Background: an optimization exercise with open tools, aiming at small area, a short achievable clock period and few clock cycles per item. Do not read the settings as production practice. In this exercise RTL edits were held to simulation tests only and were not proved equivalent to the original. No activity file was given, so power comes from the tool's default toggle rates.

$ cat flow/config.mk
export PLATFORM = sky130hd
export DESIGN_NAME = saes_unit
export DESIGN_NICKNAME = saes_unit
export VERILOG_FILES = /design/flow/design.v
export SDC_FILE = /design/flow/constraint.sdc
export NUM_CORES = 4
export LEC_CHECK = 0
export CAP_MARGIN = 20
export CELL_PAD_IN_SITES_DETAIL_PLACEMENT = 2
export CELL_PAD_IN_SITES_GLOBAL_PLACEMENT = 4
export CORE_MARGIN = 2
export CORE_UTILIZATION = 20
export PLACE_DENSITY = 0.35
export SLEW_MARGIN = 20
$ cat flow/constraint.sdc
create_clock -name core_clock -period 10.0 [get_ports {clk}]
set_input_delay 2.0000 -clock core_clock [delete_from_list [all_inputs] [get_ports {clk}]]
set_output_delay 2.0000 -clock core_clock [all_outputs]
set_load 0.01 [all_outputs]
$ cat flow/design.v
module saes_unit (
    input  wire        clk,
    input  wire        rst,
    input  wire [31:0] cmd,
    input  wire        cmd_valid,
    output wire        cmd_ready,
    input  wire [5:0]  sel,
    output reg  [15:0] rdata,
    output wire        ill
);
    localparam [7:0] OP_NADD    = 8'h10, OP_NSUB   = 8'h11, OP_NMUL   = 8'h12,
                     OP_NINV    = 8'h13, OP_NSBOX  = 8'h14, OP_NISBOX = 8'h15,
                     OP_LDN     = 8'h18,
                     OP_CROT    = 8'h20, OP_CSBOX  = 8'h21, OP_CISBOX = 8'h22,
                     OP_CMIX    = 8'h23, OP_CUNMIX = 8'h24, OP_CADD   = 8'h25,
                     OP_CSUB    = 8'h26, OP_LDC    = 8'h28,
                     OP_KEXP    = 8'h30, OP_SHROWS = 8'h31, OP_USHROWS= 8'h32,
                     OP_BSBOX   = 8'h33, OP_BISBOX = 8'h34, OP_BMIX   = 8'h35,
                     OP_BUNMIX  = 8'h36, OP_BADD   = 8'h37, OP_LDB    = 8'h38,
                     OP_MVRK    = 8'h39, OP_ENC    = 8'h3A, OP_DEC    = 8'h3B;
    function [3:0] gf_mul(input [3:0] a, input [3:0] b);
        reg [6:0] p;
        begin
            p[0] = a[0]&b[0];
            p[1] = a[1]&b[0] ^ a[0]&b[1];
            p[2] = a[2]&b[0] ^ a[1]&b[1] ^ a[0]&b[2];
            p[3] = a[3]&b[0] ^ a[2]&b[1] ^ a[1]&b[2] ^ a[0]&b[3];
            p[4] = a[3]&b[1] ^ a[2]&b[2] ^ a[1]&b[3];
            p[5] = a[3]&b[2] ^ a[2]&b[3];
            p[6] = a[3]&b[3];
            gf_mul[0] = p[0] ^ p[4];
            gf_mul[1] = p[1] ^ p[4] ^ p[5];
            gf_mul[2] = p[2] ^ p[5] ^ p[6];
            gf_mul[3] = p[3] ^ p[6];
        end
    endfunction
    function [3:0] gf_inv(input [3:0] a);
        reg [3:0] a2, a4, a8;
        begin
            a2 = gf_mul(a, a);
            a4 = gf_mul(a2, a2);
            a8 = gf_mul(a4, a4);
            gf_inv = gf_mul(gf_mul(a8, a4), a2);
        end
    endfunction
    function [3:0] aff(input [3:0] y);
        aff = {y[0] ^ y[1] ^ y[3], y[0] ^ y[2] ^ y[3],
               y[1] ^ y[2] ^ y[3], y[0] ^ y[1] ^ y[2]};
    endfunction
    function [3:0] aff_inv(input [3:0] z);
        aff_inv = {z[1] ^ z[2] ^ z[3], z[0] ^ z[1] ^ z[2],
                   z[0] ^ z[1] ^ z[3], z[0] ^ z[2] ^ z[3]};
    endfunction
    function [3:0] sbox(input [3:0] a);
        sbox = aff(gf_inv(a)) ^ 4'b1001;
    endfunction
    function [3:0] isbox(input [3:0] a);
        isbox = gf_inv(aff_inv(a ^ 4'b1001));
    endfunction
    function [7:0] col_mix(input [7:0] c);
        col_mix = {c[7:4] ^ gf_mul(4'h4, c[3:0]), gf_mul(4'h4, c[7:4]) ^ c[3:0]};
    endfunction
    function [7:0] col_unmix(input [7:0] c);
        col_unmix = {gf_mul(4'h9, c[7:4]) ^ gf_mul(4'h2, c[3:0]),
                     gf_mul(4'h2, c[7:4]) ^ gf_mul(4'h9, c[3:0])};
    endfunction
    function [15:0] st_sbox(input [15:0] s);
        st_sbox = {sbox(s[15:12]), sbox(s[11:8]), sbox(s[7:4]), sbox(s[3:0])};
    endfunction
    function [15:0] st_isbox(input [15:0] s);
        st_isbox = {isbox(s[15:12]), isbox(s[11:8]), isbox(s[7:4]), isbox(s[3:0])};
    endfunction
    function [15:0] shift_rows(input [15:0] s);
        shift_rows = {s[15:12], s[3:0], s[7:4], s[11:8]};
    endfunction
    function [15:0] st_mix(input [15:0] s);
        st_mix = {col_mix(s[15:8]), col_mix(s[7:0])};
    endfunction
    function [15:0] st_unmix(input [15:0] s);
        st_unmix = {col_unmix(s[15:8]), col_unmix(s[7:0])};
    endfunction
    function [15:0] key_round(input [15:0] k, input [3:0] rc);
        reg [3:0] a, b, c, d;
        begin
            a = k[15:12] ^ sbox(k[3:0]) ^ rc;
            b = k[11:8]  ^ sbox(k[7:4]);
            c = a ^ k[7:4];
            d = b ^ k[3:0];
            key_round = {a, b, c, d};
        end
    endfunction
    reg [15:0] blk [0:7];        
    reg [15:0] rk [0:2];
    reg        ill_q;
    reg        busy;
    reg [2:0]  phase;
    reg [1:0]  seq_op;       
    reg [2:0]  seq_dest;
    reg [15:0] work;
    localparam [1:0] SEQ_KEXP = 2'd0, SEQ_ENC = 2'd1, SEQ_DEC = 2'd2;
    assign cmd_ready = ~busy;
    assign ill       = ill_q;
    wire [7:0]  opcode = cmd[31:24];
    wire [4:0]  f_rd   = cmd[23:19];
    wire [4:0]  f_ra   = cmd[18:14];
    wire [4:0]  f_rb   = cmd[13:9];
    wire [15:0] imm    = cmd[15:0];
    reg [31:0] dec_mask;
    reg        dec_known;
    always @(*) begin
        dec_known = 1'b1;
        case (opcode)
            OP_NADD, OP_NSUB, OP_NMUL:                  dec_mask = 32'hFF0001FF;
            OP_NINV, OP_NSBOX, OP_NISBOX:               dec_mask = 32'hFF003FFF;
            OP_LDN:                                     dec_mask = 32'hFF070000;
            OP_CROT, OP_CSBOX, OP_CISBOX,
            OP_CMIX, OP_CUNMIX:                         dec_mask = 32'hFF843FFF;
            OP_CADD, OP_CSUB:                           dec_mask = 32'hFF8421FF;
            OP_LDC:                                     dec_mask = 32'hFF870000;
            OP_KEXP:                                    dec_mask = 32'hFFFE3FFF;
            OP_SHROWS, OP_USHROWS, OP_BSBOX, OP_BISBOX,
            OP_BMIX, OP_BUNMIX:                         dec_mask = 32'hFFC63FFF;
            OP_BADD, OP_ENC, OP_DEC:                    dec_mask = 32'hFFC631FF;
            OP_LDB:                                     dec_mask = 32'hFFC70000;
            OP_MVRK:                                    dec_mask = 32'hFFC73FFF;
            default: begin
                dec_mask  = 32'hFFFFFFFF;
                dec_known = 1'b0;
            end
        endcase
    end
    wire legal = dec_known
               && ((cmd & dec_mask) == {opcode, 24'h000000})
               && !(opcode == OP_MVRK && cmd[15:14] == 2'b11);
    wire take = cmd_valid && cmd_ready;
    wire grp_n = (opcode[5:4] == 2'd1);
    wire grp_c = (opcode[5:4] == 2'd2);
    wire [2:0] bi_d = grp_n ? f_rd[4:2] : grp_c ? f_rd[3:1] : f_rd[2:0];
    wire [2:0] bi_a = grp_n ? f_ra[4:2] : grp_c ? f_ra[3:1] : f_ra[2:0];
    wire [2:0] bi_b = grp_n ? f_rb[4:2] : grp_c ? f_rb[3:1] : f_rb[2:0];
    wire [15:0] ba = blk[bi_a];
    wire [15:0] bb = blk[bi_b];
    function [3:0] lane(input [15:0] b, input [1:0] l);
        case (l)
            2'd0: lane = b[15:12];
            2'd1: lane = b[11:8];
            2'd2: lane = b[7:4];
            default: lane = b[3:0];
        endcase
    endfunction
    wire [3:0] xa = lane(ba, f_ra[1:0]);
    wire [3:0] xb = lane(bb, f_rb[1:0]);
    wire [7:0] ca = f_ra[0] ? ba[7:0] : ba[15:8];
    wire [7:0] cb = f_rb[0] ? bb[7:0] : bb[15:8];
    reg [3:0]  n_res;
    reg [7:0]  c_res;
    reg [15:0] b_res;
    reg        n_wr, c_wr, b_wr;
    always @(*) begin
        n_res = 4'h0;
        c_res = 8'h00;
        b_res = 16'h0000;
        n_wr  = 1'b0;
        c_wr  = 1'b0;
        b_wr  = 1'b0;
        case (opcode)
            OP_NADD, OP_NSUB: begin n_wr = 1'b1; n_res = xa ^ xb;          end
            OP_NMUL:          begin n_wr = 1'b1; n_res = gf_mul(xa, xb);   end
            OP_NINV:          begin n_wr = 1'b1; n_res = gf_inv(xa);       end
            OP_NSBOX:         begin n_wr = 1'b1; n_res = sbox(xa);         end
            OP_NISBOX:        begin n_wr = 1'b1; n_res = isbox(xa);        end
            OP_LDN:           begin n_wr = 1'b1; n_res = imm[3:0];         end
            OP_CROT:          begin c_wr = 1'b1; c_res = {ca[3:0], ca[7:4]}; end
            OP_CSBOX:         begin c_wr = 1'b1; c_res = {sbox(ca[7:4]), sbox(ca[3:0])};   end
            OP_CISBOX:        begin c_wr = 1'b1; c_res = {isbox(ca[7:4]), isbox(ca[3:0])}; end
            OP_CMIX:          begin c_wr = 1'b1; c_res = col_mix(ca);      end
            OP_CUNMIX:        begin c_wr = 1'b1; c_res = col_unmix(ca);    end
            OP_CADD, OP_CSUB: begin c_wr = 1'b1; c_res = ca ^ cb;          end
            OP_LDC:           begin c_wr = 1'b1; c_res = imm[7:0];         end
            OP_SHROWS,
            OP_USHROWS:       begin b_wr = 1'b1; b_res = shift_rows(ba);   end
            OP_BSBOX:         begin b_wr = 1'b1; b_res = st_sbox(ba);      end
            OP_BISBOX:        begin b_wr = 1'b1; b_res = st_isbox(ba);     end
            OP_BMIX:          begin b_wr = 1'b1; b_res = st_mix(ba);       end
            OP_BUNMIX:        begin b_wr = 1'b1; b_res = st_unmix(ba);     end
            OP_BADD:          begin b_wr = 1'b1; b_res = ba ^ bb;          end
            OP_LDB:           begin b_wr = 1'b1; b_res = imm;              end
            OP_MVRK:          begin b_wr = 1'b1; b_res = rk[f_ra[1:0]];    end
            default: ;
        endcase
    end
    wire exec     = take && !ill_q && legal;
    wire seq_cmd  = (opcode == OP_KEXP) || (opcode == OP_ENC) || (opcode == OP_DEC);
    wire [15:0] enc_round1 = st_mix(shift_rows(st_sbox(work ^ rk[0]))) ^ rk[1];
    wire [15:0] enc_round2 = shift_rows(st_sbox(work)) ^ rk[2];
    wire [15:0] dec_round1 = st_unmix(st_isbox(shift_rows(work ^ rk[2])) ^ rk[1]);
    wire [15:0] dec_round2 = st_isbox(shift_rows(work)) ^ rk[0];
    wire        seq_write  = busy && phase == 3'd4;
    wire [15:0] seq_result = (seq_op == SEQ_ENC) ? enc_round2 : dec_round2;
    always @(posedge clk) begin
        if (rst) begin
            busy  <= 1'b0;
            phase <= 3'd0;
        end else if (busy) begin
            case (phase)
                3'd1: phase <= 3'd2;
                3'd2: begin
                    if (seq_op == SEQ_KEXP) begin
                        busy  <= 1'b0;
                        phase <= 3'd0;
                    end else begin
                        phase <= 3'd3;
                    end
                end
                3'd3: phase <= 3'd4;
                default: begin
                    busy  <= 1'b0;
                    phase <= 3'd0;
                end
            endcase
        end else if (exec && seq_cmd) begin
            busy  <= 1'b1;
            phase <= 3'd1;
        end
    end
    always @(posedge clk) begin
        if (exec && seq_cmd) begin
            seq_dest <= f_rd[2:0];
            work     <= ba;
            case (opcode)
                OP_KEXP: seq_op <= SEQ_KEXP;
                OP_ENC:  seq_op <= SEQ_ENC;
                default: seq_op <= SEQ_DEC;
            endcase
        end else if (busy && phase == 3'd3) begin
            work <= (seq_op == SEQ_ENC) ? enc_round1 : dec_round1;
        end
    end
    always @(posedge clk) begin
        if (rst) begin
            rk[0] <= 16'h0000;
            rk[1] <= 16'h0000;
            rk[2] <= 16'h0000;
        end else if (exec && seq_cmd) begin
            rk[0] <= (opcode == OP_KEXP) ? ba : bb;
        end else if (busy && phase == 3'd1) begin
            rk[1] <= key_round(rk[0], 4'h8);
        end else if (busy && phase == 3'd2) begin
            rk[2] <= key_round(rk[1], 4'h3);
        end
    end
    always @(posedge clk) begin
        if (rst)
            ill_q <= 1'b0;
        else if (take && !legal)
            ill_q <= 1'b1;
    end
    reg [15:0] wdata;
    reg [3:0]  wmask;        
    reg [2:0]  wblk;
    always @(*) begin
        wdata = 16'h0000;
        wmask = 4'b0000;
        wblk  = bi_d;
        if (seq_write) begin
            wdata = seq_result;
            wmask = 4'b1111;
            wblk  = seq_dest;
        end else if (exec && n_wr) begin
            wdata = {4{n_res}};
            wmask = 4'b1000 >> f_rd[1:0];
        end else if (exec && c_wr) begin
            wdata = {2{c_res}};
            wmask = f_rd[0] ? 4'b0011 : 4'b1100;
        end else if (exec && b_wr) begin
            wdata = b_res;
            wmask = 4'b1111;
        end
    end
    integer i, l;
    always @(posedge clk) begin
        if (rst) begin
            for (i = 0; i < 8; i = i + 1)
                blk[i] <= 16'h0000;
        end else begin
            for (l = 0; l < 4; l = l + 1)
                if (wmask[3 - l])
                    blk[wblk][15 - 4 * l -: 4] <= wdata[15 - 4 * l -: 4];
        end
    end
    wire [15:0] rblk = blk[sel[4:2]];
    always @(*) begin
        if (sel < 6'h20)
            rdata = {12'h000, lane(rblk, sel[1:0])};
        else if (sel < 6'h28)
            rdata = blk[sel[2:0]];
        else if (sel == 6'h28)
            rdata = rk[0];
        else if (sel == 6'h29)
            rdata = rk[1];
        else if (sel == 6'h2A)
            rdata = rk[2];
        else if (sel == 6'h3F)
            rdata = {15'h0000, ill_q};
        else
            rdata = 16'h0000;
    end
endmodule
$ cat flow/run.sh
#!/bin/bash
# synth_recipe.tcl (not shown) runs the flow's synth.tcl, then flattens the netlist and writes it again
# the make line also repeats each setting of config.mk as NAME=value (left out here)
make -C /OpenROAD-flow-scripts/flow DESIGN_CONFIG=/design/flow/config.mk WORK_HOME=/design/flow/orfs CLKGATE_MAP_FILE= SYNTH_SCRIPT=/design/flow/synth_recipe.tcl finish
==> flow_metrics.env <==
export IMPL_synthAdderAreaFrac_pct=5.113
export IMPL_cts_max_path_buffers=3
export IMPL_via_per_inst=5.105
export IMPL_die_w_um=468.1
export IMPL_ys_types=130
export IMPL_worstMarginPinSlew_ps=1256
export IMPL_firstDrtPassIters=9
export IMPL_first_iter_violations=2491
export IMPL_wl_um=260500
export IMPL_skew_ps=22.59
export IMPL_numCtsBuffers=25
export IMPL_p_per_area_mw_per_mm2=288.0
export IMPL_fin_crit_sh_pct=96.54
export IMPL_async_flop_share_pct=0
export IMPL_synth_top_family_by_area="XOR/XNOR gates"
export IMPL_grt_pass1_wl_um=368600
export IMPL_outcome="no timing/DRC/antenna violations"
export IMPL_dpl_worst_slack_ps=-586.1
export IMPL_syn_area_per_cell_um2=7.726
export IMPL_critPathLaunchType="input pin"
export IMPL_cp_end_kind="register"
export IMPL_clk_pin_slew_worst_paths_ps=60
export IMPL_timing_fmax_ghz=0.1036
export IMPL_antenna_found_initial=10
export IMPL_crit_type="input pin to register"
export IMPL_leakage_uw=0.01833
export IMPL_fillers=24810
export IMPL_ys_dominant_reg_cell="edfxtp_1"
export IMPL_wl_per_cell_um=30.35
export IMPL_crit_slowest_cell="clkdlybuf4s50_1"
export IMPL_maxCapViolations=0
export IMPL_finalHoldViolations=0
export IMPL_setup_violations=0
export IMPL_synth_simple_area_share_pct=18.50
export IMPL_cpPeakStageDelay_ps=640
export IMPL_final_layout_size_suffix_gt1_share_pct=12.86
export IMPL_synth_nets=5792
export IMPL_fin_tns_setup_ps=0
export IMPL_holdWs_ps=579.3
export IMPL_ys_ff_latch=202
export IMPL_rows=170
export IMPL_ys_seq_area_share_pct=12.85
export IMPL_vias=43810
export IMPL_area_growth_pct=16.16
export IMPL_grt_max_degree=65
export IMPL_synth_edf_count=149
export IMPL_crit_path_frequent_cell="buf_4"
export IMPL_cts_sinks=202
export IMPL_cts_tree="yes"
export IMPL_io_buffers=58
export IMPL_yosys_warnings=2
export IMPL_grt_total_usage_pct=23.23
export IMPL_synth_compound_area_share_pct=21.35
export IMPL_rsz0062_at_grt="false"
export IMPL_synth_xor_area_share_pct=25.25
export IMPL_crit_fanout=16
export IMPL_gp_congestion=0.8855
export IMPL_fin_crit_ps=9654
export IMPL_fin_area_mm2=0.05003
export IMPL_htree_levels=1
export IMPL_crit_arrival_ps=9930
export IMPL_ir_worst_vdd_uv=289.7
export IMPL_grt_pass1_vias=46140
export IMPL_drc=0
export IMPL_setup_ws_ps=346.5
export IMPL_power_uw=14410
export IMPL_netlist_instances=5575
export IMPL_initial_core_util_pct=20.09
export IMPL_finalMaxSlewViolations=0
export IMPL_slew_headroom_pct=15.37
export IMPL_final_nets=5938
export IMPL_hpwl_um=214200
export IMPL_cp_required_ps=10280
export IMPL_overflow=0
export IMPL_ioPinCount=59
export IMPL_coreArea_mm2=0.2144
export IMPL_die_height_um=468.1
export IMPL_hold_path_class="register to register"
export IMPL_ant_nets=0
export IMPL_synth_area_mm2=0.04307
export IMPL_fp_dieArea_mm2=0.2191
export IMPL_cts_root_buf="clkbuf_16"
export IMPL_synthMuxAreaShare_pct=11.52
export IMPL_postPlaceCellArea_mm2=0.04910
export IMPL_clk_latency_ps=580
area by class of cell:
type | count | area (um^2) | share of cell area, %
well taps | 2838 | 3551 | 7.097
multi-input cells | 4807 | 35310 | 70.58
flip-flops and latches | 202 | 5535 | 11.06
inverters | 176 | 673.1 | 1.345
diodes | 3 | 7.507 | 0.01500
clock buffers | 28 | 646.9 | 1.293
repair buffers | 509 | 4044 | 8.083
clock inverters | 18 | 261.5 | 0.5227
sequential cells by signal, indices dropped and copies added (netlist names):
| register | count |
|---|---|
| blk | 128 |
| seq_dest | 3 |
| ill_q | 1 |
| busy | 1 |
| seq_op | 2 |
| work | 16 |
| phase | 3 |
| rk | 48 |
layer usage:
layer	vias to the layer above	part of all wire, %	track usage [%]
li1	20290	-	-
met2	595	49	40.98
met5	-	0	0
met4	0	2.1	4.609
met1	22770	47	31.41
met3	151	2.1	0.8380
through the flow:
| step | util, % | std cells |
|---|---|---|
| 2_1_floorplan | - | 5575 |
| 3_3_place_gp | 22.90 | 8532 |
| 3_5_place_dp | 22.90 | 8532 |
| 4_1_cts | 23.33 | 8578 |
| 5_1_grt | 23.33 | 8579 |
| 6_report | 23.34 | 8581 |
worst paths after layout:
path | startpoint | end | slack [ps] | depth (start not counted)
worst min-delay path | phase[2] | phase[2] | 580 | 2
worst min register to register | phase[2] | phase[2] | 580 | 2
worst max-delay path | cmd[29] | blk[7][14] | 350 | 31
worst max register to register | work[3] | blk[6][9] | 2640 | 23
Yosys cell counts (all sizes together), types with 30 or more instances:
cell type  instances  area, um^2
a211oi           106       840.8
a21oi            344        1729
a221oi            36       380.4
a22o              39       351.6
a22oi             71       638.1
a31oi             44       290.3
and2              41       256.5
buf               98       563.0
clkbuf           292        1096
dfxtp             53        1061
edfxtp           149        4474
ha               176        2202
inv              160       608.1
mux2i            291        2925
mux4              80        1802
nand2            571        2146
nand2b            59       369.1
nand3            125       625.6
nor2             508        1949
nor3             195        1035
nor4              32       257.7
o211ai           101       778.3
o21ai            273        1374
o22ai             77       494.2
or3               31       193.9
xnor2            873        7755
xnor3             30       675.7
xor2             268        2374
kinds of logic (layout without fill, tap and decap cells):
logic type,count (synthesis),in the layout
simple gates,1719,1719
compound gates,1346,1346
fa+ha+maj,176,176
mux,392,392
buf+inv,566,731
xor+xnor,1174,1174
flops,202,202
other cells,0,3
cells in the final DEF (no fill, tap or decap), types with 149 or more instances in the layout:
master      n
xnor2_1   861
nand2_1   569
ha_1      176
xor2_1    266
edfxtp_1  149
mux2i_1   288
nor3_1    186
o21ai_0   255
a21oi_1   342
nor2_1    493
buf_4     447
critical path, delay by kind of cell:
family                   cells  cell delay (ps)
multiplexers                 3              900
AND/OR/NAND/NOR              2              330
XOR/XNOR                     7             1900
AO/OA/AOI/OAI                9             2170
buffers and inverters        8             2030
adder cells (fa/ha/maj)      2              560
where the power goes:
group	switching, uW	total, uW	internal [uW]
clock network	428	1050	625
logic	7460	12400	4940
registers	39.0	956	917
timing repair:
action,4_1_cts,5_1_grt
endpoints found under the setup margin,2,32
hold buffers,0,0
buffers inserted,0,0
gates resized for setup,1,2
gates cloned,0,0
Testbench counts, summed over its fixed seeds: cycles 38,200, commands 16,000.

[re-timing with driven ports]
The flow's constraints put no driver on any port. The routed layout listed below was extracted and timed again, unchanged, in two steps. Step 1 sets driving cells, clkbuf_16 on the clock port and buf_2 on the other inputs (assumed; they add their load-dependent delay and slew). Step 2 times the ports against the registers' clock, not the clock port: input delays grow and output delays shrink by t, the midpoint of the rising clock arrivals with the driver on. Three values: ideal, step 1, step 2; two values: the first two.
shift t [ns]: 0.656
setup slack, ns: 0.346 / 0.406 / -0.250
clock arrival spread, ns: 0.022 / 0.022
Met with ideal ports but missed after step 2: setup timing in this run. For this run, drivers alone change the setup slack by +0.060 ns; drivers and shift together by -0.596 ns.
